What follows belongs to an exercise in optimizing a design on an open flow for small area, a short achievable clock period and few clock cycles; a production flow would make more cautious choices.
The RTL was checked by simulation tests, not by an equivalence proof against the original design.
Power and IR drop assume default switching activity.

===== design/flow/design.v =====
module shtp_rx (
    input  wire        clk,
    input  wire        rst,
    input  wire        in_valid,
    input  wire [7:0]  in_data,
    output wire        in_ready,
    output wire        pkt_done,
    input  wire [7:0]  rd_id,
    output reg         rd_valid,
    output reg  [1:0]  rd_acc,
    output reg  [63:0] rd_w,
    output reg  [98:0] rd_conf,
    output wire [5:0]  stat,
    output reg         flag_id,
    output reg  [7:0]  pid_major,
    output reg  [7:0]  pid_minor,
    output reg  [31:0] pid_part,
    output reg  [31:0] pid_build,
    output reg  [15:0] pid_patch,
    output reg         cmdresp_valid,
    output reg  [7:0]  cmdresp_cmd,
    output reg  [7:0]  cmdresp_status,
    output reg         cal_started,
    output reg         dcd_saved
);
    localparam QN = 53;
    localparam [3:0] S_STEPS = 4'd11, S_STAB = 4'd12, S_SHAKE = 4'd13,
                     S_ACT = 4'd14, S_NONE = 4'd15;
    function [3:0] rt_slot(input [7:0] id);
        case (id)
            8'h01: rt_slot = 4'd0;
            8'h02: rt_slot = 4'd1;
            8'h03: rt_slot = 4'd2;
            8'h04: rt_slot = 4'd3;
            8'h05: rt_slot = 4'd4;
            8'h06: rt_slot = 4'd5;
            8'h08: rt_slot = 4'd6;
            8'h09: rt_slot = 4'd7;
            8'h14: rt_slot = 4'd8;
            8'h15: rt_slot = 4'd9;
            8'h16: rt_slot = 4'd10;
            8'h11: rt_slot = 4'd11;
            8'h13: rt_slot = 4'd12;
            8'h19: rt_slot = 4'd13;
            8'h1E: rt_slot = 4'd14;
            default: rt_slot = 4'd15;
        endcase
    endfunction
    function [4:0] rt_lm1(input [7:0] id);
        case (id)
            8'h01, 8'h02, 8'h03, 8'h04, 8'h06: rt_lm1 = 5'd9;
            8'h05, 8'h09:                      rt_lm1 = 5'd13;
            8'h08, 8'h11:                      rt_lm1 = 5'd11;
            8'h13, 8'h19:                      rt_lm1 = 5'd5;
            8'h14, 8'h15, 8'h16, 8'h1E,
            8'hF1, 8'hF8:                      rt_lm1 = 5'd15;
            8'hFA, 8'hFB:                      rt_lm1 = 5'd4;
            8'hFC:                             rt_lm1 = 5'd16;
            default:                           rt_lm1 = 5'd0;
        endcase
    endfunction
    function is_v4(input [3:0] sl);
        is_v4 = (sl == 4'd4) || (sl == 4'd6) || (sl == 4'd7);
    endfunction
    reg [7:0] q [0:QN-1];
    reg [5:0] wp, rp, fs;        
    reg       wph, rph, fsh;     
    reg [10:0] tok0, tok1;       
    reg [1:0]  tcnt;
    wire tok_full  = tcnt[1];
    wire tok_valid = (tcnt != 2'd0);
    wire q_full = (wp == rp) && (wph != rph);
    localparam [1:0] A_HDR = 2'd0, A_PAY = 2'd1, A_SKIP = 2'd2;
    reg [1:0]  ast;
    reg [1:0]  hcnt;
    reg [7:0]  hb0;
    reg [14:0] rem;              
    reg        rem1;             
    reg        h_zero, h_big, h_err;
    reg [4:0]  ao;               
    reg [4:0]  alm1;             
    reg [3:0]  aslot;
    reg        acmd, apid, agetf;
    reg        afail, afail_tb, afail_ur;
    reg        astop, acmd6, anone;
    wire a_vec  = !acmd && !apid && !agetf && (aslot < 4'd11);
    wire a_v4   = a_vec && is_v4(aslot);
    reg  a_pat;
    always @(*) begin
        a_pat = 1'b0;
        if (ao == 5'd1)
            a_pat = 1'b1;
        else if (agetf)
            a_pat = 1'b0;
        else if (acmd)
            a_pat = (ao == 5'd2) || (ao == 5'd5);
        else if (apid)
            a_pat = (ao >= 5'd2) && (ao <= 5'd13);
        else if (a_vec)
            a_pat = (ao == 5'd2) || ((ao >= 5'd4) && (ao <= (a_v4 ? 5'd11 : 5'd9)));
        else case (aslot)
            S_STEPS: a_pat = (ao == 5'd8) || (ao == 5'd9);
            S_STAB, S_SHAKE: a_pat = (ao == 5'd4);
            S_ACT:   a_pat = (ao >= 5'd4) && (ao <= 5'd14);
            default: a_pat = 1'b0;
        endcase
    end
    wire a_live  = (ast == A_PAY) && !afail && !astop && (ao != 5'd0);
    wire a_wpush = a_live && a_pat;        
    wire a_ends  = (ast == A_HDR) ? (hcnt == 2'd3 && (h_err || h_zero)) : rem1;
    assign in_ready = !(tok_full && a_ends) && !(q_full && a_wpush);
    wire acc = in_valid && in_ready;
    wire [4:0] id_lm1  = rt_lm1(in_data);
    wire       id_unk  = (id_lm1 == 5'd0);
    wire       id_trn  = !id_unk && (rem[6:0] <= {2'b00, id_lm1});
    wire       a_start = (ast == A_PAY) && !afail && (ao == 5'd0);
    wire       f_ur    = a_start && id_unk;
    wire       f_tb    = a_start && id_trn;
    wire [3:0] in_slot = rt_slot(in_data);
    wire [7:0] code    = agetf ? {4'b0001, in_slot} : {anone, apid, acmd, 1'b0, aslot};
    wire       push    = acc && a_wpush;
    wire [7:0] pdata   = (ao == 5'd1) ? code : in_data;
    wire       last_pay = rem1;
    wire       wp_wrap  = (wp == QN - 1);
    wire [6:0] wp_inc   = wp_wrap ? {~wph, 6'd0} : {wph, wp + 6'd1};
    wire [6:0] wp_next  = push ? wp_inc : {wph, wp};
    reg        tpush;
    reg [10:0] tnew;
    always @(*) begin
        tpush = 1'b0;
        tnew  = {wp_next, 4'b0000};
        if (acc) begin
            case (ast)
                A_HDR: if (hcnt == 2'd3 && (h_err || h_zero)) begin
                    tpush = 1'b1;
                    tnew[0] = h_err;
                end
                A_PAY: if (last_pay) begin
                    tpush = 1'b1;
                    if (afail || f_ur || f_tb)
                        tnew[10:4] = {fsh, fs};
                    tnew[2] = afail_tb || f_tb;
                    tnew[1] = afail_ur || f_ur;
                end
                A_SKIP: if (last_pay) begin
                    tpush = 1'b1;
                    tnew[3] = 1'b1;
                end
                default: ;
            endcase
        end
    end
    wire       b_fin = tok_valid && ({rph, rp} == tok0[10:4]);
    wire       b_pop = tok_valid && !b_fin;
    reg [7:0]  e;                
    reg        f_v;              
    reg        f_fin;            
    reg [3:0]  f_st;             
    wire       b_go = f_v;
    reg        bdat;             
    reg [3:0]  bidx, blast;
    reg [3:0]  bslot;
    reg        bcmd, bpid, bskip;
    reg [10:0] page10;
    assign pkt_done = f_fin;
    reg st_mh, st_tb, st_urid, st_mr, st_csf, st_ovf;
    wire [3:0] fst = f_fin ? f_st : 4'b0000;
    assign stat = {st_ovf | fst[3], st_csf, st_mr, st_urid | fst[1], st_tb | fst[2], st_mh | fst[0]};
    reg [14:0] lr_valid;
    reg [15:0] vw0 [0:10];
    reg [15:0] vw1 [0:10];
    reg [15:0] vw2 [0:10];
    reg [15:0] vw3 [0:2];        
    reg [1:0]  vacc [0:10];
    reg [15:0] steps_count;
    reg [2:0]  stab_cls;
    reg        shake_det;
    reg [3:0]  act_ml;
    reg [10:0] act_conf [0:8];
    wire [3:0] c_slot = e[3:0];
    wire       c_cmd  = e[5];
    wire       c_pid  = e[6];
    wire       c_getf = e[4];
    wire       c_none = e[7];
    reg [3:0] c_last;
    always @(*) begin
        if (c_cmd)                c_last = 4'd1;
        else if (c_pid)           c_last = 4'd11;
        else if (c_slot < 4'd11)  c_last = is_v4(c_slot) ? 4'd8 : 4'd6;
        else case (c_slot)
            S_STEPS: c_last = 4'd1;
            S_ACT:   c_last = 4'd10;
            default: c_last = 4'd0;
        endcase
    end
    wire       b_code = b_go && !bdat;
    wire       b_data = b_go && bdat;
    wire       zero   = b_code && c_getf;
    wire [3:0] wslot  = bdat ? bslot : c_slot;
    wire       b_vec  = !bcmd && !bpid && (bslot < 4'd11);
    wire [10:0] conf_new = page10 + {3'b000, e};
    wire [3:0] vidx   = bidx - 4'd1;    
    integer i;
    always @(posedge clk) begin
        if (rst) begin
            ast    <= A_HDR;
            hcnt   <= 2'd0;
            wp     <= 6'd0;  wph <= 1'b0;
            rp     <= 6'd0;  rph <= 1'b0;
            fs     <= 6'd0;  fsh <= 1'b0;
            tcnt   <= 2'd0;
            bdat   <= 1'b0;
            f_v    <= 1'b0;
            f_fin  <= 1'b0;
            st_mh  <= 1'b0;
            st_tb  <= 1'b0;
            st_urid <= 1'b0;
            st_mr  <= 1'b0;
            st_csf <= 1'b0;
            st_ovf <= 1'b0;
            lr_valid <= 15'd0;
            flag_id  <= 1'b0;
            cmdresp_valid <= 1'b0;
            cal_started   <= 1'b0;
            dcd_saved     <= 1'b0;
        end else begin
            if (acc) begin
                case (ast)
                    A_HDR: begin
                        hcnt <= hcnt + 2'd1;
                        case (hcnt)
                            2'd0: hb0 <= in_data;
                            2'd1: begin
                                rem    <= {in_data[6:0], hb0} - 15'd4;
                                rem1   <= ({in_data[6:0], hb0} == 15'd5);
                                h_zero <= ({in_data[6:0], hb0} <= 15'd4);
                                h_big  <= ({in_data[6:0], hb0} > 15'd68);
                            end
                            2'd2: h_err <= (in_data > 8'd5);
                            default: begin
                                if (!h_err && !h_zero)
                                    ast <= h_big ? A_SKIP : A_PAY;
                                ao    <= 5'd0;
                                fs    <= wp;
                                fsh   <= wph;
                                afail <= 1'b0;
                                afail_tb <= 1'b0;
                                afail_ur <= 1'b0;
                                astop <= 1'b0;
                            end
                        endcase
                    end
                    A_PAY: begin
                        rem  <= rem - 15'd1;
                        rem1 <= (rem == 15'd2);
                        if (last_pay)
                            ast <= A_HDR;
                        if (a_start) begin
                            if (f_ur || f_tb) begin
                                afail    <= 1'b1;
                                afail_ur <= f_ur;
                                afail_tb <= f_tb;
                                wp  <= fs;
                                wph <= fsh;
                            end
                            ao    <= 5'd1;
                            alm1  <= id_lm1;
                            aslot <= rt_slot(in_data);
                            acmd  <= (in_data == 8'hF1);
                            apid  <= (in_data == 8'hF8);
                            agetf <= (in_data == 8'hFC);
                            anone <= (in_data == 8'hFA || in_data == 8'hFB);
                        end else if (!afail) begin
                            ao <= (ao == alm1) ? 5'd0 : ao + 5'd1;
                            if (acmd && ao == 5'd2)
                                acmd6 <= (in_data == 8'h06);
                            if (acmd && ao == 5'd5 && acmd6 && in_data != 8'h00)
                                astop <= 1'b1;
                        end
                        if (push) begin
                            q[wp] <= pdata;
                            {wph, wp} <= wp_inc;
                        end
                    end
                    A_SKIP: begin
                        rem  <= rem - 15'd1;
                        rem1 <= (rem == 15'd2);
                        if (last_pay)
                            ast <= A_HDR;
                    end
                    default: ast <= A_HDR;
                endcase
                if (tpush)
                    hcnt <= 2'd0;
            end
            if (b_fin)
                tok0 <= tcnt[1] ? tok1 : tnew;
            else if (tcnt == 2'd0)
                tok0 <= tnew;
            if (!tcnt[1])
                tok1 <= tnew;
            if (tpush && !b_fin)
                tcnt <= tcnt + 2'd1;
            else if (b_fin && !tpush)
                tcnt <= tcnt - 2'd1;
            f_v   <= b_pop;
            f_fin <= b_fin;
            if (f_fin) begin
                if (f_st[0]) st_mh   <= 1'b1;
                if (f_st[1]) st_urid <= 1'b1;
                if (f_st[2]) st_tb   <= 1'b1;
                if (f_st[3]) st_ovf  <= 1'b1;
            end
            if (b_pop) begin
                if (rp == QN - 1) begin
                    rp  <= 6'd0;
                    rph <= ~rph;
                end else
                    rp <= rp + 6'd1;
            end
            if (b_code) begin
                bslot <= c_slot;
                bcmd  <= c_cmd;
                bpid  <= c_pid;
                blast <= c_last;
                bidx  <= 4'd0;
                bskip <= 1'b0;
                bdat  <= !c_getf && !c_none;
                if (c_none || (c_getf && c_slot == S_NONE))
                    st_urid <= 1'b1;
                if (c_cmd)
                    cmdresp_valid <= 1'b1;
                else if (c_pid)
                    flag_id <= 1'b1;
                else if (!c_none && c_slot != S_NONE && (c_getf || (c_slot != S_STAB && c_slot != S_ACT)))
                    lr_valid[c_slot] <= 1'b1;
            end
            if (b_data) begin
                bidx <= bidx + 4'd1;
                if (bidx == blast)
                    bdat <= 1'b0;
                if (bcmd) begin
                    if (bidx == 4'd0)
                        cmdresp_cmd <= e;
                    else begin
                        cmdresp_status <= e;
                        if (cmdresp_cmd == 8'h07 && e == 8'h00)
                            cal_started <= 1'b1;
                        if (cmdresp_cmd == 8'h06) begin
                            if (e == 8'h00) dcd_saved <= 1'b1;
                            else            st_csf <= 1'b1;
                        end
                    end
                end else if (bpid) begin
                    case (bidx)
                        4'd0:  pid_major <= e;
                        4'd1:  pid_minor <= e;
                        4'd2:  pid_part[7:0]    <= e;
                        4'd3:  pid_part[15:8]   <= e;
                        4'd4:  pid_part[23:16]  <= e;
                        4'd5:  pid_part[31:24]  <= e;
                        4'd6:  pid_build[7:0]   <= e;
                        4'd7:  pid_build[15:8]  <= e;
                        4'd8:  pid_build[23:16] <= e;
                        4'd9:  pid_build[31:24] <= e;
                        4'd10: pid_patch[7:0]   <= e;
                        default: pid_patch[15:8] <= e;
                    endcase
                end else if (bslot == S_STAB) begin
                    if (e > 8'd4)
                        st_mr <= 1'b1;
                    else begin
                        lr_valid[S_STAB] <= 1'b1;
                        stab_cls <= e[2:0];
                    end
                end else if (bslot == S_ACT) begin
                    if (bidx == 4'd0)
                        page10 <= {1'b0, e[6:0], 3'b000} + {3'b000, e[6:0], 1'b0};
                    else if (bidx == 4'd1) begin
                        if (e > 8'd8) begin
                            st_mr <= 1'b1;
                            bskip <= 1'b1;
                        end else begin
                            lr_valid[S_ACT] <= 1'b1;
                            act_ml <= e[3:0];
                        end
                    end
                end
            end
        end
        e    <= q[rp];
        f_st <= tok0[3:0];
        for (i = 0; i < 11; i = i + 1) begin
            if (zero && c_slot == i) begin   
                vacc[i] <= 2'b00;
                vw0[i]  <= 16'h0000;
                vw1[i]  <= 16'h0000;
                vw2[i]  <= 16'h0000;
            end else if (b_data && b_vec && bslot == i) begin
                case (bidx)
                    4'd0: vacc[i] <= e[1:0];
                    4'd1: vw0[i][7:0]  <= e;
                    4'd2: vw0[i][15:8] <= e;
                    4'd3: vw1[i][7:0]  <= e;
                    4'd4: vw1[i][15:8] <= e;
                    4'd5: vw2[i][7:0]  <= e;
                    4'd6: vw2[i][15:8] <= e;
                    default: ;
                endcase
            end
        end
        if (zero && c_slot == 4'd4) vw3[0] <= 16'h0000;
        else if (b_data && b_vec && bslot == 4'd4 && bidx == 4'd7) vw3[0][7:0]  <= e;
        else if (b_data && b_vec && bslot == 4'd4 && bidx == 4'd8) vw3[0][15:8] <= e;
        if (zero && c_slot == 4'd6) vw3[1] <= 16'h0000;
        else if (b_data && b_vec && bslot == 4'd6 && bidx == 4'd7) vw3[1][7:0]  <= e;
        else if (b_data && b_vec && bslot == 4'd6 && bidx == 4'd8) vw3[1][15:8] <= e;
        if (zero && c_slot == 4'd7) vw3[2] <= 16'h0000;
        else if (b_data && b_vec && bslot == 4'd7 && bidx == 4'd7) vw3[2][7:0]  <= e;
        else if (b_data && b_vec && bslot == 4'd7 && bidx == 4'd8) vw3[2][15:8] <= e;
        if (zero && c_slot == S_STEPS) steps_count <= 16'h0000;
        else if (b_data && !bcmd && !bpid && bslot == S_STEPS) begin
            if (bidx == 4'd0) steps_count[7:0]  <= e;
            else              steps_count[15:8] <= e;
        end
        if (zero && c_slot == S_STAB) stab_cls <= 3'd0;
        if (zero && c_slot == S_SHAKE) shake_det <= 1'b0;
        else if (b_data && !bcmd && !bpid && bslot == S_SHAKE) shake_det <= (e[2:0] != 3'd0);
        if (zero && c_slot == S_ACT) begin
            act_ml <= 4'd0;
            for (i = 0; i < 9; i = i + 1)
                act_conf[i] <= 11'h7FF;
        end else if (b_data && !bcmd && !bpid && bslot == S_ACT && !bskip) begin
            for (i = 0; i < 9; i = i + 1)
                if (bidx == i + 2)
                    act_conf[i] <= conf_new;
        end
    end
    wire        rd_hz = (rd_id[7:5] == 3'b000);
    wire [14:0] rd_hit;
    assign rd_hit[0]  = rd_hz && rd_id[4:0] == 5'h01;
    assign rd_hit[1]  = rd_hz && rd_id[4:0] == 5'h02;
    assign rd_hit[2]  = rd_hz && rd_id[4:0] == 5'h03;
    assign rd_hit[3]  = rd_hz && rd_id[4:0] == 5'h04;
    assign rd_hit[4]  = rd_hz && rd_id[4:0] == 5'h05;
    assign rd_hit[5]  = rd_hz && rd_id[4:0] == 5'h06;
    assign rd_hit[6]  = rd_hz && rd_id[4:0] == 5'h08;
    assign rd_hit[7]  = rd_hz && rd_id[4:0] == 5'h09;
    assign rd_hit[8]  = rd_hz && rd_id[4:0] == 5'h14;
    assign rd_hit[9]  = rd_hz && rd_id[4:0] == 5'h15;
    assign rd_hit[10] = rd_hz && rd_id[4:0] == 5'h16;
    assign rd_hit[11] = rd_hz && rd_id[4:0] == 5'h11;
    assign rd_hit[12] = rd_hz && rd_id[4:0] == 5'h13;
    assign rd_hit[13] = rd_hz && rd_id[4:0] == 5'h19;
    assign rd_hit[14] = rd_hz && rd_id[4:0] == 5'h1E;
    wire [14:0] rd_sel = rd_hit & lr_valid;
    always @(*) begin
        rd_valid = |rd_sel;
        rd_acc   = 2'b00;
        rd_w     = 64'd0;
        rd_conf  = 99'd0;
        for (i = 0; i < 11; i = i + 1) begin
            rd_acc     = rd_acc     | ({2{rd_sel[i]}}  & vacc[i]);
            rd_w[47:0] = rd_w[47:0] | ({48{rd_sel[i]}} & {vw2[i], vw1[i], vw0[i]});
        end
        rd_w[63:48] = ({16{rd_sel[4]}} & vw3[0]) | ({16{rd_sel[6]}} & vw3[1]) |
                      ({16{rd_sel[7]}} & vw3[2]);
        rd_w[15:0]  = rd_w[15:0] | ({16{rd_sel[S_STEPS]}} & steps_count)
                                 | ({16{rd_sel[S_STAB]}}  & {13'd0, stab_cls})
                                 | ({16{rd_sel[S_SHAKE]}} & {15'd0, shake_det})
                                 | ({16{rd_sel[S_ACT]}}   & {12'd0, act_ml});
        for (i = 0; i < 9; i = i + 1)
            rd_conf[11*i +: 11] = {11{rd_sel[S_ACT]}} & act_conf[i];
    end
endmodule

===== design/flow/run.sh =====
#!/bin/bash
# synth_recipe.tcl (not shown) runs the flow's synth.tcl, then flattens the netlist and writes it again
# the make line also repeats each setting of config.mk as NAME=value (left out here)
make -C /OpenROAD-flow-scripts/flow DESIGN_CONFIG=/design/flow/config.mk WORK_HOME=/design/flow/orfs CLKGATE_MAP_FILE= SYNTH_SCRIPT=/design/flow/synth_recipe.tcl finish

===== design/flow/config.mk =====
export PLATFORM = sky130hd
export DESIGN_NAME = shtp_rx
export DESIGN_NICKNAME = shtp_rx
export VERILOG_FILES = /design/flow/design.v
export SDC_FILE = /design/flow/constraint.sdc
export NUM_CORES = 4
export LEC_CHECK = 0
export CAP_MARGIN = 20
export CORE_MARGIN = 2
export CORE_UTILIZATION = 55
export PLACE_DENSITY = 0.65
export SETUP_SLACK_MARGIN = 3.6
export SLEW_MARGIN = 20
export TNS_END_PERCENT = 0

===== design/flow/constraint.sdc =====
create_clock -name core_clock -period 8.0 [get_ports {clk}]
set_input_delay 1.6000 -clock core_clock [delete_from_list [all_inputs] [get_ports {clk}]]
set_output_delay 1.6000 -clock core_clock [all_outputs]
set_load 0.01 [all_outputs]

==> results by group, run 1 <==
Status
  • Result of the run: finished clean

Clocking
  • CTS H-tree depth: 4
  • TritonCTS clock tree: built
  • Clock buffer count from CTS: 149
  • Root Buffer Master: sky130_fd_sc_hd__clkbuf_16
  • Total clock sinks: 1421
  • Clk latency of the worst-skew pair: 0.78 ns
  • Maximum clock path buffer count: 3
  • Clock transition at the register clock pins on the worst setup and hold paths after CTS: 0.06 ns

Worst setup path
  • Buffers & Inverters on Critical Path: 6
  • Levels on crit path: 11
  • Worst Setup EP: rd_w[53]
  • Class of the most critical setup path: in2out
  • Startpoint of the most critical register-to-register path: aslot[3]
  • Critical Path Max Stage Delay: 0.76 ns
  • Reg-to-reg slack, setup: 3.40 ns
  • Slowest-stage cell, CP: sky130_fd_sc_hd__a222oi_1
  • Worst setup SP type: input port
  • Peak fanout along the critical path: 6
  • FF-to-FF End: q[15][3]
  • Crit-path most repeated cell: sky130_fd_sc_hd__buf_4
  • Worst Reg-to-Reg Cells: 12
  • CP Launch Point: rd_id[5]
  • Data arrival time of the critical path: 3.78 ns
  • Worst-path cell chain: buf_6 > nor3_4 > buf_12 > nand2_1 > nor2_4 > buf_4 > and3_4 > buf_4 > a222oi_1 > inv_1 > dlygate4sd2_1
  • Endpoint type of the worst setup path: output port
  • Delay-heaviest family, CP: buffers and inverters
  • Req. time, crit path: 6.40 ns

Yosys
  • Average cell area after synthesis: 10.7 um^2
  • Main area contributors after synthesis: sky130_fd_sc_hd__edfxtp_1 (32%), sky130_fd_sc_hd__dfxtp_1 (27%), sky130_fd_sc_hd__mux4_2 (5.2%)
  • Synth Net Count: 5599
  • Most instantiated library cell after synthesis: sky130_fd_sc_hd__dfxtp_1
  • Share of the yosys chip area belonging to registers: 58.7%
  • Commonest cells post-synth: sky130_fd_sc_hd__dfxtp_1 (788), sky130_fd_sc_hd__nand2_1 (759), sky130_fd_sc_hd__edfxtp_1 (633)
  • Count of different cell masters after synthesis: 91
  • Number of synthesized flops with an enable pin: 633
  • Yosys top cell area share: 32.1%
  • Number of synthesis warnings: 7
  • Synth Register Bits: 1421
  • Top cell type by total area after synthesis: sky130_fd_sc_hd__edfxtp_1
  • Most used flip-flop cell after synthesis: sky130_fd_sc_hd__dfxtp_1
  • Fraction of synthesis flops using an asynchronous set or reset pin: 0%
  • Post-Synthesis Cell Area: 0.0593 mm^2
  • Post-synthesis cell count: 5520

Placed design
  • # placed instances: 6874
  • Final RePlAce weighted congestion: 0.880
  • Detailed Place HPWL: 110 mm
  • Worst slack, placed: 1.27 ns
  • Total of buffers placed on input and output ports: 308

Drt
  • Routed met1 length: 73.2 mm
  • Number of iterations in the first detailed-routing pass: 9
  • Met2 wirelength from detailed routing: 89.9 mm
  • Antenna violation net count after detailed routing: 0
  • Uppermost signal routing layer after detailed routing: met5
  • DR DRC count: 0
  • Initial DRC count: 5771
  • Met3 layer wire length in the routed design: 16.6 mm
  • Number of vias after detailed routing: 46000
  • WL final: 189 mm
  • Post-detailed-route via-to-cell ratio: 6.36
  • Routed wire length per instance: 26.1 um

Floorplan
  • Die outline height: 332 um
  • Number of placed I/O pins: 309
  • Starting Density: 55.4%
  • Die area: 0.110 mm^2
  • Core footprint: 0.107 mm^2
  • Horizontal extent of the die: 332 um
  • Number of placement rows: 120

Cells and area
  • Multi-input logic area: 0.0231 mm^2
  • Synthesis-to-layout area growth: 18.0%
  • Post-route insts no fill: 7242
  • FF+latch area: 0.0348 mm^2
  • Proportion of layout cells with a drive suffix above 1: 13.0%
  • Number of filler instances in the final layout: 8303
  • Fraction of the core area covered by cells at the end of the flow: 65.3%
  • Nets@finish: 5796

Global routing
  • Global routing usage summed across all routing layers: 33.5%
  • Vias in the first global route: 43600
  • Pin count of the biggest net entering global routing: 100
  • First-pass GRT wire length: 281 mm
  • Total gr overflow: 0
  • Antenna violations before repair: 8

Timing
  • Worst-case headroom to the max-slew limit: 21.3%
  • Slew Viols, Final: 0
  • Final Hold Vio Count: 0
  • Slew of the pin with the lowest slew margin: 1.18 ns
  • Number of failing setup endpoints in the final timing report: 0
  • Shortest period the worst path allows: 5.38 ns
  • Worst Clk Skew: 0.0226 ns
  • Final worst slack: 2.62 ns
  • Summed negative setup slack over all endpoints: 0 ns
  • Setup repair after global routing missed its margin: yes
  • FMAX: 186 MHz
  • Post-route clock period utilization: 67.2%

Power and ir drop
  • Power per Cell Area: 215 mW/mm^2
  • Overall power consumption: 15.0 mW
  • IR Drop Worst-Case VDD: 0.217 mV
  • Leakage power: 24.2 nW

Worst hold path
  • Path type of the worst min-delay path: reg2reg

Job
  • Max-Cap Viols: 0
==> metal layers <==
metal  global-route usage [%]  up-vias
li1                         -    20500
met1                     43.5    22600
met2                     54.1     2362
met3                     6.03      535
met4                     16.9       10
met5                        0        -
==> cell type report <==
| class | instances | area share, % |
|---|---|---|
| Antenna cell | 3 | 0.0107 |
| Inverter | 71 | 0.381 |
| Clock buffer | 218 | 6.32 |
| Multi-Input combinational cell | 3563 | 33.0 |
| Sequential cell | 1421 | 49.8 |
| Clock inverter | 52 | 0.846 |
| Timing Repair Buffer | 511 | 7.19 |
| Tap cell | 1403 | 2.51 |
==> worst min path at each step <==
stage | cells after the start | start | to
after floorplan | 0 | tok0[0] | f_st[0]
after global placement | 0 | tok0[2] | f_st[2]
after detailed placement | 0 | tok0[2] | f_st[2]
after CTS | 0 | tok0[2] | f_st[2]
after global routing | 0 | tok0[3] | f_st[3]
final | 0 | tok0[2] | f_st[2]
==> what timing repair did <==
| item | in CTS | in global routing |
|---|---|---|
| pin swaps | 36 | 13 |
| hold endpoints to repair | 0 | 0 |
| hold buffers | 0 | 0 |
| gates cloned | 13 | 0 |
| setup buffers | 79 | 2 |
| setup endpoints to repair | 457 | 453 |
| gates resized for setup | 263 | 26 |
==> sequential cells by signal (all words and copies together), names as in the netlist, 16 cells and up <==
signal / flops
pid_patch: 16
vw3: 48
vacc: 22
vw0: 176
steps_count: 16
pid_part: 32
q: 424
vw2: 176
act_conf: 99
pid_build: 32
vw1: 176
==> stage by stage <==
step | cell area [um^2] | hold WS (ns)
after floorplan | 59300 | 0.323
after global routing | 69900 | 0.355
final | 69900 | 0.347
after detailed placement | 63600 | 0.336
after CTS | 69800 | 0.350
after global placement | 63600 | 0.329
==> worst reg2reg max path, stage by stage (launching register included) <==
cell	delay, ns
sky130_fd_sc_hd__edfxtp_1	0.45
sky130_fd_sc_hd__a2111oi_4	0.42
sky130_fd_sc_hd__nand4b_1	0.14
sky130_fd_sc_hd__ha_1	0.30
sky130_fd_sc_hd__a21boi_1	0.06
sky130_fd_sc_hd__or4b_1	0.48
sky130_fd_sc_hd__nand4_1	0.11
sky130_fd_sc_hd__o2111a_2	0.23
sky130_fd_sc_hd__buf_4	0.15
sky130_fd_sc_hd__o21ai_4	0.05
sky130_fd_sc_hd__buf_4	0.29
sky130_fd_sc_hd__or4b_1	0.82
sky130_fd_sc_hd__nor2_1	0.74
==> kinds of logic (layout without fill, tap and decap cells) <==
family	after synthesis	count (layout)	synth area share (%)
muxes	276	276	7.59
AOI/OAI and AO/OA	1103	1103	12.0
buffers and inverters	544	852	3.54
and+or+nand+nor	2044	2052	15.8
other	0	3	0
DFF	1421	1421	58.7
adders and majority gates	60	60	1.29
xor gates and xnor gates	72	72	1.06
==> report_power, final <==
part	switching (mW)	internal (mW)
combinational	0.190	0.100
sequential	0.0424	7.60
clock	2.90	4.19
==> cells in the final DEF (no fill, tap or decap), drive strengths merged, types with 43 or more instances in the layout <==
master and count:
a21oi 576, a221oi 92, a222oi 52, a22o 92, a22oi 47, and2 112, and3 54, buf 229
clkbuf 221, clkdlybuf4s50 235, dfxtp 788, edfxtp 633, ha 58, inv 75, mux2i 123, mux4 137
nand2 761, nand3 552, nor2 382, nor3 49, o211ai 89, o21ai 65, xnor2 43
Testbench counts, summed over its fixed seeds: cycles 55,125.
==> inputs of run 2 (changes only) <==
--- a/design/flow/design.v
+++ b/design/flow/design.v
@@ -24,5 +24,5 @@
     output reg         dcd_saved
 );
-    localparam QN = 53;
+    localparam QN = 46;
     localparam [3:0] S_STEPS = 4'd11, S_STAB = 4'd12, S_SHAKE = 4'd13,
                      S_ACT = 4'd14, S_NONE = 4'd15;
@@ -64,6 +64,6 @@
     endfunction
     reg [7:0] q [0:QN-1];
-    reg [5:0] wp, rp, fs;        
-    reg       wph, rph, fsh;     
+    reg [5:0] wp, rp, fs, cp;    
+    reg       wph, rph, fsh, cph;    
     reg [10:0] tok0, tok1;       
     reg [1:0]  tcnt;
@@ -84,4 +84,6 @@
     reg        afail, afail_tb, afail_ur;
     reg        astop, acmd6, anone;
+    reg        acommit;          
+    reg        adoom;            
     wire a_vec  = !acmd && !apid && !agetf && (aslot < 4'd11);
     wire a_v4   = a_vec && is_v4(aslot);
@@ -90,5 +92,5 @@
         a_pat = 1'b0;
         if (ao == 5'd1)
-            a_pat = 1'b1;
+            a_pat = !a_vec;
         else if (agetf)
             a_pat = 1'b0;
@@ -106,5 +108,5 @@
         endcase
     end
-    wire a_live  = (ast == A_PAY) && !afail && !astop && (ao != 5'd0);
+    wire a_live  = (ast == A_PAY) && !afail && !adoom && !astop && (ao != 5'd0);
     wire a_wpush = a_live && a_pat;        
     wire a_ends  = (ast == A_HDR) ? (hcnt == 2'd3 && (h_err || h_zero)) : rem1;
@@ -118,7 +120,12 @@
     wire       f_tb    = a_start && id_trn;
     wire [3:0] in_slot = rt_slot(in_data);
-    wire [7:0] code    = agetf ? {4'b0001, in_slot} : {anone, apid, acmd, 1'b0, aslot};
+    wire [2:0] a_kind  = agetf ? 3'd1 : acmd ? 3'd2 : apid ? 3'd3 : anone ? 3'd4 : 3'd0;
+    wire [7:0] code    = {1'b0, a_kind, agetf ? in_slot : aslot};
+    wire [7:0] vcode   = {2'b10, in_data[1:0], aslot};
     wire       push    = acc && a_wpush;
-    wire [7:0] pdata   = (ao == 5'd1) ? code : in_data;
+    wire [7:0] pdata   = (ao == 5'd1) ? code : (a_vec && ao == 5'd2) ? vcode : in_data;
+    wire       a_last  = a_start && !id_unk && (rem[6:0] == {2'b00, id_lm1} + 7'd1);
+    wire [6:0] a_left  = rem[6:0] - {2'b00, id_lm1} - 7'd1;
+    wire       a_dm    = a_start && !id_unk && !id_trn && (a_left != 7'd0) && (a_left <= 7'd4);
     wire       last_pay = rem1;
     wire       wp_wrap  = (wp == QN - 1);
@@ -152,5 +159,5 @@
     end
     wire       b_fin = tok_valid && ({rph, rp} == tok0[10:4]);
-    wire       b_pop = tok_valid && !b_fin;
+    wire       b_pop = !b_fin && ({rph, rp} != {cph, cp});
     reg [7:0]  e;                
     reg        f_v;              
@@ -179,13 +186,14 @@
     reg [10:0] act_conf [0:8];
     wire [3:0] c_slot = e[3:0];
-    wire       c_cmd  = e[5];
-    wire       c_pid  = e[6];
-    wire       c_getf = e[4];
-    wire       c_none = e[7];
+    wire       c_vec  = e[7];
+    wire       c_getf = !e[7] && e[6:4] == 3'd1;
+    wire       c_cmd  = !e[7] && e[6:4] == 3'd2;
+    wire       c_pid  = !e[7] && e[6:4] == 3'd3;
+    wire       c_none = !e[7] && e[6:4] == 3'd4;
     reg [3:0] c_last;
     always @(*) begin
         if (c_cmd)                c_last = 4'd1;
         else if (c_pid)           c_last = 4'd11;
-        else if (c_slot < 4'd11)  c_last = is_v4(c_slot) ? 4'd8 : 4'd6;
+        else if (c_vec)           c_last = is_v4(c_slot) ? 4'd7 : 4'd5;
         else case (c_slot)
             S_STEPS: c_last = 4'd1;
@@ -197,8 +205,6 @@
     wire       b_data = b_go && bdat;
     wire       zero   = b_code && c_getf;
-    wire [3:0] wslot  = bdat ? bslot : c_slot;
     wire       b_vec  = !bcmd && !bpid && (bslot < 4'd11);
     wire [10:0] conf_new = page10 + {3'b000, e};
-    wire [3:0] vidx   = bidx - 4'd1;    
     integer i;
     always @(posedge clk) begin
@@ -209,4 +215,5 @@
             rp     <= 6'd0;  rph <= 1'b0;
             fs     <= 6'd0;  fsh <= 1'b0;
+            cp     <= 6'd0;  cph <= 1'b0;
             tcnt   <= 2'd0;
             bdat   <= 1'b0;
@@ -248,4 +255,6 @@
                                 afail_ur <= 1'b0;
                                 astop <= 1'b0;
+                                acommit <= 1'b0;
+                                adoom <= 1'b0;
                             end
                         endcase
@@ -281,4 +290,15 @@
                             q[wp] <= pdata;
                             {wph, wp} <= wp_inc;
+                            if (acommit)
+                                {cph, cp} <= wp_inc;
+                        end
+                        if (a_last) begin
+                            acommit <= 1'b1;
+                            {cph, cp} <= {wph, wp};
+                        end
+                        if (a_dm) begin
+                            adoom <= 1'b1;
+                            wp  <= fs;
+                            wph <= fsh;
                         end
                     end
@@ -333,5 +353,5 @@
                 else if (c_pid)
                     flag_id <= 1'b1;
-                else if (!c_none && c_slot != S_NONE && (c_getf || (c_slot != S_STAB && c_slot != S_ACT)))
+                else if (!c_none && c_slot != S_NONE && (c_getf || c_vec || (c_slot != S_STAB && c_slot != S_ACT)))
                     lr_valid[c_slot] <= 1'b1;
             end
@@ -397,13 +417,14 @@
                 vw1[i]  <= 16'h0000;
                 vw2[i]  <= 16'h0000;
+            end else if (b_code && c_vec && c_slot == i) begin
+                vacc[i] <= e[5:4];
             end else if (b_data && b_vec && bslot == i) begin
                 case (bidx)
-                    4'd0: vacc[i] <= e[1:0];
-                    4'd1: vw0[i][7:0]  <= e;
-                    4'd2: vw0[i][15:8] <= e;
-                    4'd3: vw1[i][7:0]  <= e;
-                    4'd4: vw1[i][15:8] <= e;
-                    4'd5: vw2[i][7:0]  <= e;
-                    4'd6: vw2[i][15:8] <= e;
+                    4'd0: vw0[i][7:0]  <= e;
+                    4'd1: vw0[i][15:8] <= e;
+                    4'd2: vw1[i][7:0]  <= e;
+                    4'd3: vw1[i][15:8] <= e;
+                    4'd4: vw2[i][7:0]  <= e;
+                    4'd5: vw2[i][15:8] <= e;
                     default: ;
                 endcase
@@ -411,12 +432,12 @@
         end
         if (zero && c_slot == 4'd4) vw3[0] <= 16'h0000;
-        else if (b_data && b_vec && bslot == 4'd4 && bidx == 4'd7) vw3[0][7:0]  <= e;
-        else if (b_data && b_vec && bslot == 4'd4 && bidx == 4'd8) vw3[0][15:8] <= e;
+        else if (b_data && b_vec && bslot == 4'd4 && bidx == 4'd6) vw3[0][7:0]  <= e;
+        else if (b_data && b_vec && bslot == 4'd4 && bidx == 4'd7) vw3[0][15:8] <= e;
         if (zero && c_slot == 4'd6) vw3[1] <= 16'h0000;
-        else if (b_data && b_vec && bslot == 4'd6 && bidx == 4'd7) vw3[1][7:0]  <= e;
-        else if (b_data && b_vec && bslot == 4'd6 && bidx == 4'd8) vw3[1][15:8] <= e;
+        else if (b_data && b_vec && bslot == 4'd6 && bidx == 4'd6) vw3[1][7:0]  <= e;
+        else if (b_data && b_vec && bslot == 4'd6 && bidx == 4'd7) vw3[1][15:8] <= e;
         if (zero && c_slot == 4'd7) vw3[2] <= 16'h0000;
-        else if (b_data && b_vec && bslot == 4'd7 && bidx == 4'd7) vw3[2][7:0]  <= e;
-        else if (b_data && b_vec && bslot == 4'd7 && bidx == 4'd8) vw3[2][15:8] <= e;
+        else if (b_data && b_vec && bslot == 4'd7 && bidx == 4'd6) vw3[2][7:0]  <= e;
+        else if (b_data && b_vec && bslot == 4'd7 && bidx == 4'd7) vw3[2][15:8] <= e;
         if (zero && c_slot == S_STEPS) steps_count <= 16'h0000;
         else if (b_data && !bcmd && !bpid && bslot == S_STEPS) begin
==> run 2 against run 1 <==
  * Design area shrank 2.5%
  * Highest routed layer unchanged
  * Utilization increased by 0.36 points
  * Clock power decreased by 8.9%
  * Flip-flop and latch count fell by 47
  * Count of clock-buffer cells in the layout down 23
  * Combinational power rose to 7.8 times the previous value
  * Register-to-register slack gained 0.02 ns
  * Sequential power is 5.2% higher
  * Critical path type unchanged
  * Final cell count is 0.57% lower
  * Via count shrank 1.5%
  * Clock skew up 0.0034 ns
  * First-iteration DRC count rose by 2.0%
==> results by group, run 2 <==
Timing
  • Post-route clock period utilization: 66.9%
  • Final Hold Vio Count: 0
  • Setup repair after global routing missed its margin: yes
  • Worst Clk Skew: 0.0260 ns
  • Slew Viols, Final: 0
  • FMAX: 187 MHz
  • Worst hold slack: 0.344 ns
  • Final worst slack: 2.65 ns
  • Worst-case headroom to the max-slew limit: 23.2%
  • Shortest period the worst path allows: 5.35 ns
  • Slew of the pin with the lowest slew margin: 1.15 ns
  • Number of failing setup endpoints in the final timing report: 0
  • Summed negative setup slack over all endpoints: 0 ns

Worst setup path
  • Class of the most critical setup path: in2out
  • Data arrival time of the critical path: 3.75 ns
  • Req. time, crit path: 6.40 ns
  • Worst setup SP type: input port
  • CP Launch Point: rd_id[0]
  • Endpoint type of the worst setup path: output port
  • Reg-to-reg slack, setup: 3.42 ns
  • Peak fanout along the critical path: 7
  • Worst Reg-to-Reg Cells: 11
  • FF-to-FF End: q[26][2]
  • Startpoint of the most critical register-to-register path: acmd

Drt
  • Number of iterations in the first detailed-routing pass: 10
  • DR DRC count: 0
  • Number of vias after detailed routing: 45400
  • WL final: 181 mm
  • Routed wire length per instance: 25.2 um
  • Antenna violation net count after detailed routing: 0
  • Initial DRC count: 5886
  • Post-detailed-route via-to-cell ratio: 6.30

Global routing
  • Antenna violations before repair: 6
  • First-pass GRT wire length: 271 mm
  • Vias in the first global route: 42900
  • Total gr overflow: 0
  • Pin count of the biggest net entering global routing: 103
  • Global routing usage summed across all routing layers: 33.0%

Power and ir drop
  • Combinational share of power: 13.5%
  • Cell internal pwr: 12.1 mW
  • Clock power frac: 38.5%
  • Switching share of power: 27.7%
  • Reported net switching power: 4.64 mW
  • IR Drop Worst-Case VDD: 0.278 mV
  • Proportion of power drawn by flip-flops and latches: 48.0%
  • Overall power consumption: 16.8 mW
  • Leakage power: 23.9 nW
  • Power per Cell Area: 246 mW/mm^2

Clocking
  • Total clock sinks: 1374
  • Root Buffer Master: sky130_fd_sc_hd__clkbuf_16
  • Post-cts hold buffer count: 0
  • TritonCTS clock tree: built
  • Clock transition at the register clock pins on the worst setup and hold paths after CTS: 0.06 ns
  • Clock buffer count from CTS: 144
  • CTS H-tree depth: 4
  • Maximum clock path buffer count: 3
  • Clk latency of the worst-skew pair: 0.77 ns

Yosys
  • Top cell type by total area after synthesis: sky130_fd_sc_hd__edfxtp_1
  • Number of synthesis warnings: 7
  • Most instantiated library cell after synthesis: sky130_fd_sc_hd__nand2_1
  • Fraction of synthesis flops using an asynchronous set or reset pin: 0%
  • Post-Synthesis Cell Area: 0.0576 mm^2
  • Average cell area after synthesis: 10.5 um^2
  • Main area contributors after synthesis: sky130_fd_sc_hd__edfxtp_1 (30%), sky130_fd_sc_hd__dfxtp_1 (28%), sky130_fd_sc_hd__nand2_1 (5.2%)
  • Number of synthesized flops with an enable pin: 579
  • Post-synthesis cell count: 5491
  • Synth Register Bits: 1374
  • Count of different cell masters after synthesis: 83
  • Yosys top cell area share: 30.2%
  • Commonest cells post-synth: sky130_fd_sc_hd__nand2_1 (797), sky130_fd_sc_hd__dfxtp_1 (795), sky130_fd_sc_hd__edfxtp_1 (579)
  • Share of the yosys chip area belonging to registers: 57.8%
  • Most used flip-flop cell after synthesis: sky130_fd_sc_hd__dfxtp_1
  • Synth Net Count: 5574

Floorplan
  • Starting Density: 55.5%
  • Die area: 0.107 mm^2
  • Number of placement rows: 118
  • Horizontal extent of the die: 328 um
  • Core footprint: 0.104 mm^2
  • Die outline height: 328 um
  • Number of placed I/O pins: 309

Cells and area
  • Most frequent cells in the layout: sky130_fd_sc_hd__nand2_1 (793), sky130_fd_sc_hd__dfxtp_1 (783), sky130_fd_sc_hd__edfxtp_1 (579)
  • Leading cell type in the layout, fill and taps excluded: sky130_fd_sc_hd__nand2_1
  • Max reg flops: 368
  • Nets@finish: 5786
  • Fraction of the core area covered by cells at the end of the flow: 65.7%
  • Final Instance Area: 0.0682 mm^2
  • Post-route insts no fill: 7201
  • Synthesis-to-layout area growth: 18.3%
  • Register ranked first by flip-flop count: q
  • Proportion of layout cells with a drive suffix above 1: 12.5%

Placed design
  • Worst slack, placed: 1.07 ns
  • Total of buffers placed on input and output ports: 308
  • Final RePlAce weighted congestion: 0.867
  • Instance area at placement: 0.0619 mm^2
  • Detailed Place HPWL: 107 mm
  • # placed instances: 6826

Status
  • Result of the run: finished clean

Worst hold path
  • Number of cells traversed by the worst hold path: 0
  • Worst Hold Path EP: f_st[1]
  • Path type of the worst min-delay path: reg2reg
  • Min-delay src: tok0[1]

Job
  • Max-Cap Viols: 0
-- run 2: changes by cell type after synthesis, sizes merged, moves of 25 or more --
cell    previous run  this run
a21oi            576       526
o21ai             65       106
nand2            761       798
edfxtp           633       579
buf               94        63
a221oi            92        48
nor2             382       422
nor4              41        16
a222oi            52       143
nand3            552       482
a22o              92         7
mux2i            123       183
mux4             137       110
-- run 2: logic make-up (layout without fill, tap and decap cells) --
family / after synthesis / after routing / share of synthesized area (%)
and+or+nand+nor: 2088 / 2094 / 16.4
DFF: 1374 / 1374 / 57.8
AOI/OAI and AO/OA: 1059 / 1059 / 12.0
buffers and inverters: 513 / 832 / 3.37
muxes: 301 / 301 / 7.63
xor gates and xnor gates: 92 / 92 / 1.40
adders and majority gates: 64 / 64 / 1.43
other: 0 / 5 / 0
-- run 2: area by class of cell --
class	instances	area, um^2
Timing Repair Buffer	506	5120
Clock inverter	64	518
Inverter	67	251
Tap cell	1380	1730
Antenna cell	5	12.5
Fill cell	8124	35600
Multi-Input combinational cell	3610	23200
Clock buffer	195	4010
Sequential cell	1374	33300
-- run 2: routing by layer --
metal  track usage (%)  part of all wire [%]  wire length, um
met5                 0                0.0094               17
met4              13.9                   4.2             7630
met3              4.87                   8.2            14900
met2              54.1                    48            87300
met1              44.1                    39            71400
-- run 2: worst max-delay path, cell delays in order --
cell	delay, ns
sky130_fd_sc_hd__buf_12	0.11
sky130_fd_sc_hd__nor2b_4	0.12
sky130_fd_sc_hd__and3b_1	0.19
sky130_fd_sc_hd__and3_4	0.26
sky130_fd_sc_hd__buf_4	0.18
sky130_fd_sc_hd__buf_16	0.14
sky130_fd_sc_hd__a222oi_1	0.47
sky130_fd_sc_hd__nand2_1	0.17
sky130_fd_sc_hd__a221oi_2	0.26
sky130_fd_sc_hd__nand2_1	0.09
sky130_fd_sc_hd__buf_2	0.15
-- run 2: how the worst max path moves through the flow --
stage | endpoint | slack (ns) | cells past startpoint
6_report | rd_w[25] | 2.65 | 11
5_1_grt | rd_w[22] | 2.70 | 10
4_1_cts | rd_w[31] | 2.77 | 10
3_5_place_dp | rd_w[9] | 1.07 | 9
3_3_place_gp | rd_w[9] | 1.13 | 9
2_1_floorplan | wp[4] | 3.16 | 17
-- run 2: power groups by stage --
stage	logic [mW]	clock network [mW]	registers [mW]
floorplan	1.63	0	7.90
CTS	2.24	6.51	8.04
global route	2.42	6.80	8.08
detailed placement	2.23	0	8.19
finish	2.26	6.46	8.05
global placement	2.20	0	8.19
-- run 2: what timing repair did --
action,4_1_cts,5_1_grt
buffers inserted,76,14
endpoints found under the setup margin,514,486
gates resized for setup,294,51
gates cloned,14,1
pin swaps,66,23
Testbench counts of run 2, summed over its fixed seeds: cycles 54,952.
==> inputs of run 3 (changes only) <==
--- a/design/flow/config.mk
+++ b/design/flow/config.mk
@@ -8,6 +8,9 @@
 export CAP_MARGIN = 20
 export CORE_MARGIN = 2
-export CORE_UTILIZATION = 55
-export PLACE_DENSITY = 0.65
+export CORE_UTILIZATION = 62
+export CTS_BUF_LIST = sky130_fd_sc_hd__clkbuf_8
+export CTS_CLUSTER_DIAMETER = 50
+export CTS_CLUSTER_SIZE = 24
+export PLACE_DENSITY = 0.7
 export SETUP_SLACK_MARGIN = 3.6
 export SLEW_MARGIN = 20
==> run 3 against run 2 <==
  * First-iteration DRC count up 20%
  * Via count increased by 0.67%
  * Worst hold slack better by 0.0056 ns
  * Largest cell class unchanged
  * Wire length is 2.0% lower
  * Die area down 11%
  * Critical endpoint is now rd_w[2]
  * Global-route usage grew 3.6 points
  * Worst setup slack lost 0.045 ns
  * Still clean on timing, DRC and antenna
  * Clock skew up 0.010 ns
  * Non-clock buffer count fell by 22
  * Register-to-register slack better by 0.05 ns
  * Sequential share of layout area increased by 1.4 points
  * Clock power decreased by 24%
==> results by group, run 3 <==
Clocking
  • Maximum clock path buffer count: 3
  • Clock transition at the register clock pins on the worst setup and hold paths after CTS: 0.09 ns
  • Root Buffer Master: sky130_fd_sc_hd__clkbuf_8
  • Total clock sinks: 1374
  • CTS H-tree depth: 4
  • TritonCTS clock tree: built
  • Clock buffer count from CTS: 138
  • Post-cts hold buffer count: 0
  • Clk latency of the worst-skew pair: 0.85 ns

Timing
  • Slew Viols, Final: 0
  • Summed negative setup slack over all endpoints: 0 ns
  • Shortest period the worst path allows: 5.40 ns
  • Final Hold Vio Count: 0
  • Final worst slack: 2.60 ns
  • Worst-case headroom to the max-slew limit: 21.9%
  • FMAX: 185 MHz
  • Number of failing setup endpoints in the final timing report: 0
  • Worst Clk Skew: 0.0363 ns
  • Post-route clock period utilization: 67.5%
  • Setup repair after global routing missed its margin: yes
  • Worst hold slack: 0.349 ns
  • Slew of the pin with the lowest slew margin: 1.17 ns

Cells and area
  • Nets@finish: 5760
  • Most frequent cells in the layout: sky130_fd_sc_hd__nand2_1 (794), sky130_fd_sc_hd__dfxtp_1 (784), sky130_fd_sc_hd__edfxtp_1 (579)
  • Leading cell type in the layout, fill and taps excluded: sky130_fd_sc_hd__nand2_1
  • Proportion of layout cells with a drive suffix above 1: 12.4%
  • FF+latch area: 0.0333 mm^2
  • Max reg flops: 368
  • Post-route insts no fill: 7028
  • Multi-input logic area: 0.0232 mm^2
  • Number of filler instances in the final layout: 6763
  • Register ranked first by flip-flop count: q
  • Final Instance Area: 0.0663 mm^2
  • Fraction of the core area covered by cells at the end of the flow: 72.1%
  • Synthesis-to-layout area growth: 15.0%

Yosys
  • Main area contributors after synthesis: sky130_fd_sc_hd__edfxtp_1 (30%), sky130_fd_sc_hd__dfxtp_1 (28%), sky130_fd_sc_hd__nand2_1 (5.2%)
  • Yosys top cell area share: 30.2%
  • Post-synthesis cell count: 5491
  • Commonest cells post-synth: sky130_fd_sc_hd__nand2_1 (797), sky130_fd_sc_hd__dfxtp_1 (795), sky130_fd_sc_hd__edfxtp_1 (579)
  • Number of synthesis warnings: 7
  • Average cell area after synthesis: 10.5 um^2
  • Top cell type by total area after synthesis: sky130_fd_sc_hd__edfxtp_1
  • Fraction of synthesis flops using an asynchronous set or reset pin: 0%
  • Count of different cell masters after synthesis: 83
  • Post-Synthesis Cell Area: 0.0576 mm^2
  • Most instantiated library cell after synthesis: sky130_fd_sc_hd__nand2_1
  • Number of synthesized flops with an enable pin: 579
  • Synth Register Bits: 1374
  • Share of the yosys chip area belonging to registers: 57.8%
  • Synth Net Count: 5574
  • Most used flip-flop cell after synthesis: sky130_fd_sc_hd__dfxtp_1

Global routing
  • Global routing usage summed across all routing layers: 36.7%
  • First-pass GRT wire length: 265 mm
  • Total gr overflow: 0
  • Vias in the first global route: 42700
  • Antenna violations before repair: 8
  • Pin count of the biggest net entering global routing: 91

Drt
  • Number of iterations in the first detailed-routing pass: 14
  • Antenna violation net count after detailed routing: 0
  • Post-detailed-route via-to-cell ratio: 6.50
  • Number of vias after detailed routing: 45700
  • WL final: 178 mm
  • Routed wire length per instance: 25.3 um
  • Initial DRC count: 7079
  • DR DRC count: 0

Worst setup path
  • Data arrival time of the critical path: 3.80 ns
  • Worst Reg-to-Reg Cells: 13
  • Peak fanout along the critical path: 25
  • Class of the most critical setup path: in2out
  • Endpoint type of the worst setup path: output port
  • Req. time, crit path: 6.40 ns
  • Worst setup SP type: input port

Power and ir drop
  • IR Drop Worst-Case VDD: 0.194 mV
  • Overall power consumption: 15.2 mW
  • Power per Cell Area: 229 mW/mm^2
  • Leakage power: 23.2 nW

Floorplan
  • Core footprint: 0.0919 mm^2
  • Starting Density: 62.7%
  • Die area: 0.0954 mm^2
  • Number of placed I/O pins: 309
  • Number of placement rows: 111
  • Horizontal extent of the die: 309 um
  • Die outline height: 309 um

Worst hold path
  • Number of cells traversed by the worst hold path: 0
  • Path type of the worst min-delay path: reg2reg

Placed design
  • Detailed Place HPWL: 105 mm
  • Worst slack, placed: 1.13 ns
  • Final RePlAce weighted congestion: 0.891
  • Instance area at placement: 0.0616 mm^2
  • # placed instances: 6688
  • Total of buffers placed on input and output ports: 308

Job
  • Max-Cap Viols: 0

Status
  • Result of the run: finished clean
run 3: layout make-up:
class | instances | share of cell area, %
tap | 1243 | 2.35
timing repair buffer | 484 | 7.35
multi-input combinational | 3612 | 35.0
sequential | 1374 | 50.3
antenna | 4 | 0.0151
inverter | 67 | 0.380
clock buffer | 151 | 3.14
clock inverter | 93 | 1.48
run 3: path summary, 6_finish.rpt:
check | from | to | slack [ns]
max | rd_id[6] | rd_w[2] | 2.60
min | tok0[3] | f_st[3] | 0.35
max reg2reg | acmd | q[24][7] | 3.47
min reg2reg | tok0[3] | f_st[3] | 0.35
run 3: layer usage:
metal	part of all wire, %	routed length, um	up-vias	GRT usage [%]
li1	-	-	20400	-
met5	0.032	57	-	0
met1	38	68300	22100	48.6
met3	9.8	17400	538	6.82
met4	4.9	8650	8	17.7
met2	47	83200	2603	58.6
run 3: cells by family after synthesis:
kind of cell / after synthesis / share of synthesized area [%]
fa+ha+maj: 64 / 1.43
mux: 301 / 7.63
compound gates: 1059 / 12.0
simple gates: 2088 / 16.4
flops: 1374 / 57.8
buf+inv: 513 / 3.37
xor+xnor: 92 / 1.40
run 3: critical path, stage by stage:
cell and delay [ns]:
sky130_fd_sc_hd__buf_2 0.13, sky130_fd_sc_hd__nor4_4 0.27, sky130_fd_sc_hd__buf_4 0.26, sky130_fd_sc_hd__and3_4 0.35
sky130_fd_sc_hd__buf_12 0.14, sky130_fd_sc_hd__buf_16 0.21, sky130_fd_sc_hd__a22oi_1 0.12, sky130_fd_sc_hd__and4_1 0.26
sky130_fd_sc_hd__nand3_2 0.13, sky130_fd_sc_hd__dlygate4sd2_1 0.28
run 3: power breakdown:
| part | internal [mW] | switching [mW] | leakage [nW] | total [mW] |
|---|---|---|---|---|
| sequential | 7.62 | 0.461 | 11.7 | 8.08 |
| clock | 2.17 | 2.71 | 1.57 | 4.88 |
| combinational | 0.822 | 1.38 | 9.98 | 2.20 |
| total | 10.6 | 4.55 | 23.2 | 15.2 |
run 3: what timing repair did:
action,in CTS,in global routing
hold endpoints to repair,0,0
pin swaps,60,8
resized for setup,314,14
setup buffers,68,3
cloned,16,0
endpoints found under the setup margin,284,438
==> inputs of run 4 (changes only) <==
==> design/flow/flow/run.sh (new file) <==
#!/bin/bash
# Standard layout (the standard flow's own synthesis and ORFS steps), with the resizer free
# to change a cell's footprint and the port buffers made from buf_4 cells.
set -euo pipefail
bash standard.sh MATCH_CELL_FOOTPRINT=0 "BUFFER_PORTS_ARGS=-buffer_cell sky130_fd_sc_hd__buf_4" finish > orfs_make.log 2>&1
==> design/flow/standard.sh (new file) <==
#!/bin/bash
# synth_recipe.tcl (not shown) runs the flow's synth.tcl, then flattens the netlist and writes it again
# the make line also repeats each setting of config.mk as NAME=value (left out here)
make -C /OpenROAD-flow-scripts/flow DESIGN_CONFIG=/design/flow/config.mk WORK_HOME=/design/flow/orfs CLKGATE_MAP_FILE= SYNTH_SCRIPT=/design/flow/synth_recipe.tcl "${@:-finish}"
--- a/design/flow/config.mk
+++ b/design/flow/config.mk
@@ -10,6 +10,6 @@
 export CORE_UTILIZATION = 62
 export CTS_BUF_LIST = sky130_fd_sc_hd__clkbuf_8
-export CTS_CLUSTER_DIAMETER = 50
-export CTS_CLUSTER_SIZE = 24
+export CTS_CLUSTER_DIAMETER = 45
+export CTS_CLUSTER_SIZE = 20
 export PLACE_DENSITY = 0.7
 export SETUP_SLACK_MARGIN = 3.6
removed: design/flow/run.sh
==> run 4 against run 3 <==
  * Fmax rose by 3.7%
  * Sequential power barely moved
  * Utilization fell by 0.60 points
  * Synthesized cell count did not move
  * Still clean on timing, DRC and antenna
  * Total power rose by 2.0%
  * Final cell count barely moved
  * Highest routed layer unchanged
  * Register-to-register slack got worse by 0.09 ns
  * Combinational power barely moved
==> results by group, run 4 <==
Drt
  • Post-detailed-route via-to-cell ratio: 6.50
  • DR DRC count: 0
  • Routed wire length per instance: 25.6 um
  • Number of vias after detailed routing: 45700
  • Number of iterations in the first detailed-routing pass: 10
  • WL final: 180 mm
  • Antenna violation net count after detailed routing: 0
  • Initial DRC count: 7016

Power and ir drop
  • Reported net switching power: 4.58 mW
  • Cell internal pwr: 10.9 mW
  • Leakage power: 23.3 nW
  • Switching share of power: 29.6%
  • Power per Cell Area: 236 mW/mm^2
  • Clock power frac: 33.4%
  • Overall power consumption: 15.5 mW
  • Proportion of power drawn by flip-flops and latches: 52.4%
  • Combinational share of power: 14.2%
  • IR Drop Worst-Case VDD: 0.236 mV

Yosys
  • Commonest cells post-synth: sky130_fd_sc_hd__nand2_1 (797), sky130_fd_sc_hd__dfxtp_1 (795), sky130_fd_sc_hd__edfxtp_1 (579)
  • Most instantiated library cell after synthesis: sky130_fd_sc_hd__nand2_1
  • Synth Net Count: 5574
  • Count of different cell masters after synthesis: 83
  • Number of synthesis warnings: 7
  • Yosys top cell area share: 30.2%
  • Top cell type by total area after synthesis: sky130_fd_sc_hd__edfxtp_1
  • Post-synthesis cell count: 5491
  • Average cell area after synthesis: 10.5 um^2
  • Post-Synthesis Cell Area: 0.0576 mm^2
  • Share of the yosys chip area belonging to registers: 57.8%
  • Main area contributors after synthesis: sky130_fd_sc_hd__edfxtp_1 (30%), sky130_fd_sc_hd__dfxtp_1 (28%), sky130_fd_sc_hd__nand2_1 (5.2%)
  • Fraction of synthesis flops using an asynchronous set or reset pin: 0%
  • Most used flip-flop cell after synthesis: sky130_fd_sc_hd__dfxtp_1
  • Synth Register Bits: 1374
  • Number of synthesized flops with an enable pin: 579

Global routing
  • First-pass GRT wire length: 267 mm
  • Pin count of the biggest net entering global routing: 91
  • Global routing usage summed across all routing layers: 37.2%
  • Total gr overflow: 0
  • Antenna violations before repair: 10
  • Vias in the first global route: 42900

Timing
  • Post-route clock period utilization: 65.1%
  • Slew of the pin with the lowest slew margin: 1.19 ns
  • Worst-case headroom to the max-slew limit: 20.1%
  • Slew Viols, Final: 0
  • Shortest period the worst path allows: 5.20 ns
  • FMAX: 192 MHz
  • Summed negative setup slack over all endpoints: 0 ns
  • Worst Clk Skew: 0.0475 ns
  • Number of failing setup endpoints in the final timing report: 0
  • Final Hold Vio Count: 0
  • Setup repair after global routing missed its margin: yes

Floorplan
  • Number of placement rows: 111
  • Core footprint: 0.0919 mm^2
  • Number of placed I/O pins: 309
  • Die area: 0.0954 mm^2
  • Horizontal extent of the die: 309 um
  • Starting Density: 62.7%
  • Die outline height: 309 um

Cells and area
  • Synthesis-to-layout area growth: 14.0%
  • Register ranked first by flip-flop count: q
  • Most frequent cells in the layout: sky130_fd_sc_hd__nand2_1 (794), sky130_fd_sc_hd__dfxtp_1 (784), sky130_fd_sc_hd__edfxtp_1 (579)
  • Leading cell type in the layout, fill and taps excluded: sky130_fd_sc_hd__nand2_1
  • Post-route insts no fill: 7035
  • Proportion of layout cells with a drive suffix above 1: 17.0%
  • Nets@finish: 5748
  • Max reg flops: 368

Worst setup path
  • Worst setup SP type: input port
  • Data arrival time of the critical path: 3.60 ns
  • Endpoint type of the worst setup path: output port
  • Peak fanout along the critical path: 8
  • Req. time, crit path: 6.40 ns
  • Class of the most critical setup path: in2out

Job
  • Max-Cap Viols: 0

Placed design
  • # placed instances: 6676
  • Detailed Place HPWL: 104 mm
  • Total of buffers placed on input and output ports: 308
  • Final RePlAce weighted congestion: 0.884

Clocking
  • Maximum clock path buffer count: 3
  • Post-cts hold buffer count: 0
  • CTS H-tree depth: 4
  • Clk latency of the worst-skew pair: 0.89 ns
  • Total clock sinks: 1374
  • TritonCTS clock tree: built
  • Root Buffer Master: sky130_fd_sc_hd__clkbuf_8
  • Clock buffer count from CTS: 143
  • Clock transition at the register clock pins on the worst setup and hold paths after CTS: 0.08 ns

Status
  • Result of the run: finished clean

Worst hold path
  • Path type of the worst min-delay path: reg2reg
==> run 4: changes by cell type in the layout (fill, tap and decap cells not counted), moves of 12 or more <==
cell                              previous run  this run
sky130_fd_sc_hd__buf_2                      15         0
sky130_fd_sc_hd__clkdlybuf4s15_1            12         0
sky130_fd_sc_hd__dlygate4sd2_1              64         0
sky130_fd_sc_hd__buf_4                     127       403
sky130_fd_sc_hd__clkdlybuf4s50_1           204         0
==> run 4: critical path: stages <==
cell,delay (ns)
sky130_fd_sc_hd__buf_4,0.15
sky130_fd_sc_hd__and4b_2,0.29
sky130_fd_sc_hd__and3_4,0.19
sky130_fd_sc_hd__buf_12,0.15
sky130_fd_sc_hd__a222oi_1,0.40
sky130_fd_sc_hd__nand2_1,0.23
sky130_fd_sc_hd__a221oi_2,0.26
sky130_fd_sc_hd__nand2_1,0.16
sky130_fd_sc_hd__buf_6,0.16
==> run 4: area by class of cell <==
type | instances | area, um^2
sequential | 1374 | 33300
fill | 6892 | 26200
multi-input combinational | 3621 | 23200
timing repair buffer | 458 | 3970
clock buffer | 158 | 2170
tap | 1243 | 1560
clock inverter | 107 | 1160
inverter | 67 | 251
antenna | 7 | 17.5
==> run 4: power by group through the flow <==
| stage | clock network (mW) | logic (mW) | registers, mW |
|---|---|---|---|
| floorplan | 0 | 1.63 | 7.90 |
| global placement | 0 | 2.10 | 8.24 |
| detailed placement | 0 | 2.14 | 8.24 |
| CTS | 5.21 | 2.16 | 8.09 |
| global route | 5.48 | 2.33 | 8.13 |
| finish | 5.17 | 2.19 | 8.11 |
==> run 4: final timing paths <==
path            start       end  slack, ns  cells past startpoint
max reg2reg     agetf  q[26][7]       3.38                     11
min           tok0[3]   f_st[3]       0.34                      0
max          rd_id[3]  rd_w[31]       2.80                      9
min reg2reg   tok0[3]   f_st[3]       0.34                      0
==> run 4: logic make-up after synthesis <==
group,Yosys count,share of synthesized area [%]
buffers and inverters,513,3.37
muxes,301,7.63
xor gates and xnor gates,92,1.40
AOI/OAI and AO/OA,1059,12.0
DFF,1374,57.8
and+or+nand+nor,2088,16.4
adders and majority gates,64,1.43
==> run 4: per-stage QoR <==
| stage | cell area (um^2) | util [%] | hold slack (ns) | worst slack [ns] |
|---|---|---|---|---|
| 6_report | 65700 | 71.5 | 0.342 | 2.80 |
| 5_1_grt | 65700 | 71.4 | 0.354 | 2.78 |
| 2_1_floorplan | 57800 | - | 0.323 | 3.20 |
| 4_1_cts | 65400 | 71.1 | 0.351 | 2.91 |
| 3_5_place_dp | 60900 | 66.2 | 0.328 | 1.85 |
| 3_3_place_gp | 60800 | 66.1 | 0.325 | 1.86 |
==> run 4: metal layers <==
metal | track usage, % | wire length, um | vias up
met3 | 8.80 | 18000 | 597
met2 | 58.4 | 83200 | 2552
li1 | - | - | 20400
met1 | 47.9 | 68300 | 22200
met5 | 0 | 42 | -
met4 | 20.1 | 10300 | 6
==> run 4: timing repair <==
| action | in CTS | in global routing |
|---|---|---|
| gates resized for setup | 106 | 18 |
| pin swaps | 37 | 14 |
| setup buffers | 56 | 5 |
| endpoints found under the hold margin | 0 | 0 |
| setup endpoints to repair | 556 | 529 |
| gates cloned | 19 | 1 |

[separate check: timing with driven ports]
The flow's constraints put no driver on any port. The routed layouts listed below were extracted and timed again, unchanged, in two steps.
Step 1 (the two cells are an assumption about what drives the block):
set clk [get_ports {clk}]
set_driving_cell -lib_cell sky130_fd_sc_hd__clkbuf_16 $clk
set_driving_cell -lib_cell sky130_fd_sc_hd__buf_2 [delete_from_list [all_inputs] $clk]
Step 2 times the ports against the registers' clock, not the clock port: input delays grow and output delays shrink by t, the midpoint of the rising clock arrivals with the driver on.
Three values: ideal, step 1, step 2; two values: the first two.
run | t, ns | setup slack, ns | hold slack, ns | worst setup path after step 2 | worst slew at a driven data input, ns
run 1 | 0.839 | 2.624 / 2.557 / 2.289 | 0.347 / 0.347 / 0.347 | input to register | 0.12
run 2 | 0.817 | 2.649 / 2.522 / 2.286 | 0.344 / 0.344 / 0.344 | input to register | 0.20
run 3 | 0.903 | 2.604 / 2.568 / 2.065 | 0.349 / 0.349 / 0.349 | input to register | 0.11
run 4 | 0.937 | 2.795 / 2.680 / 2.345 | 0.342 / 0.342 / 0.342 | input to register | 0.12
After both steps setup and hold are still met in every run listed. The setup slack of run 3, which loses most, moves by -0.036 ns with the drivers and by -0.539 ns with both steps.
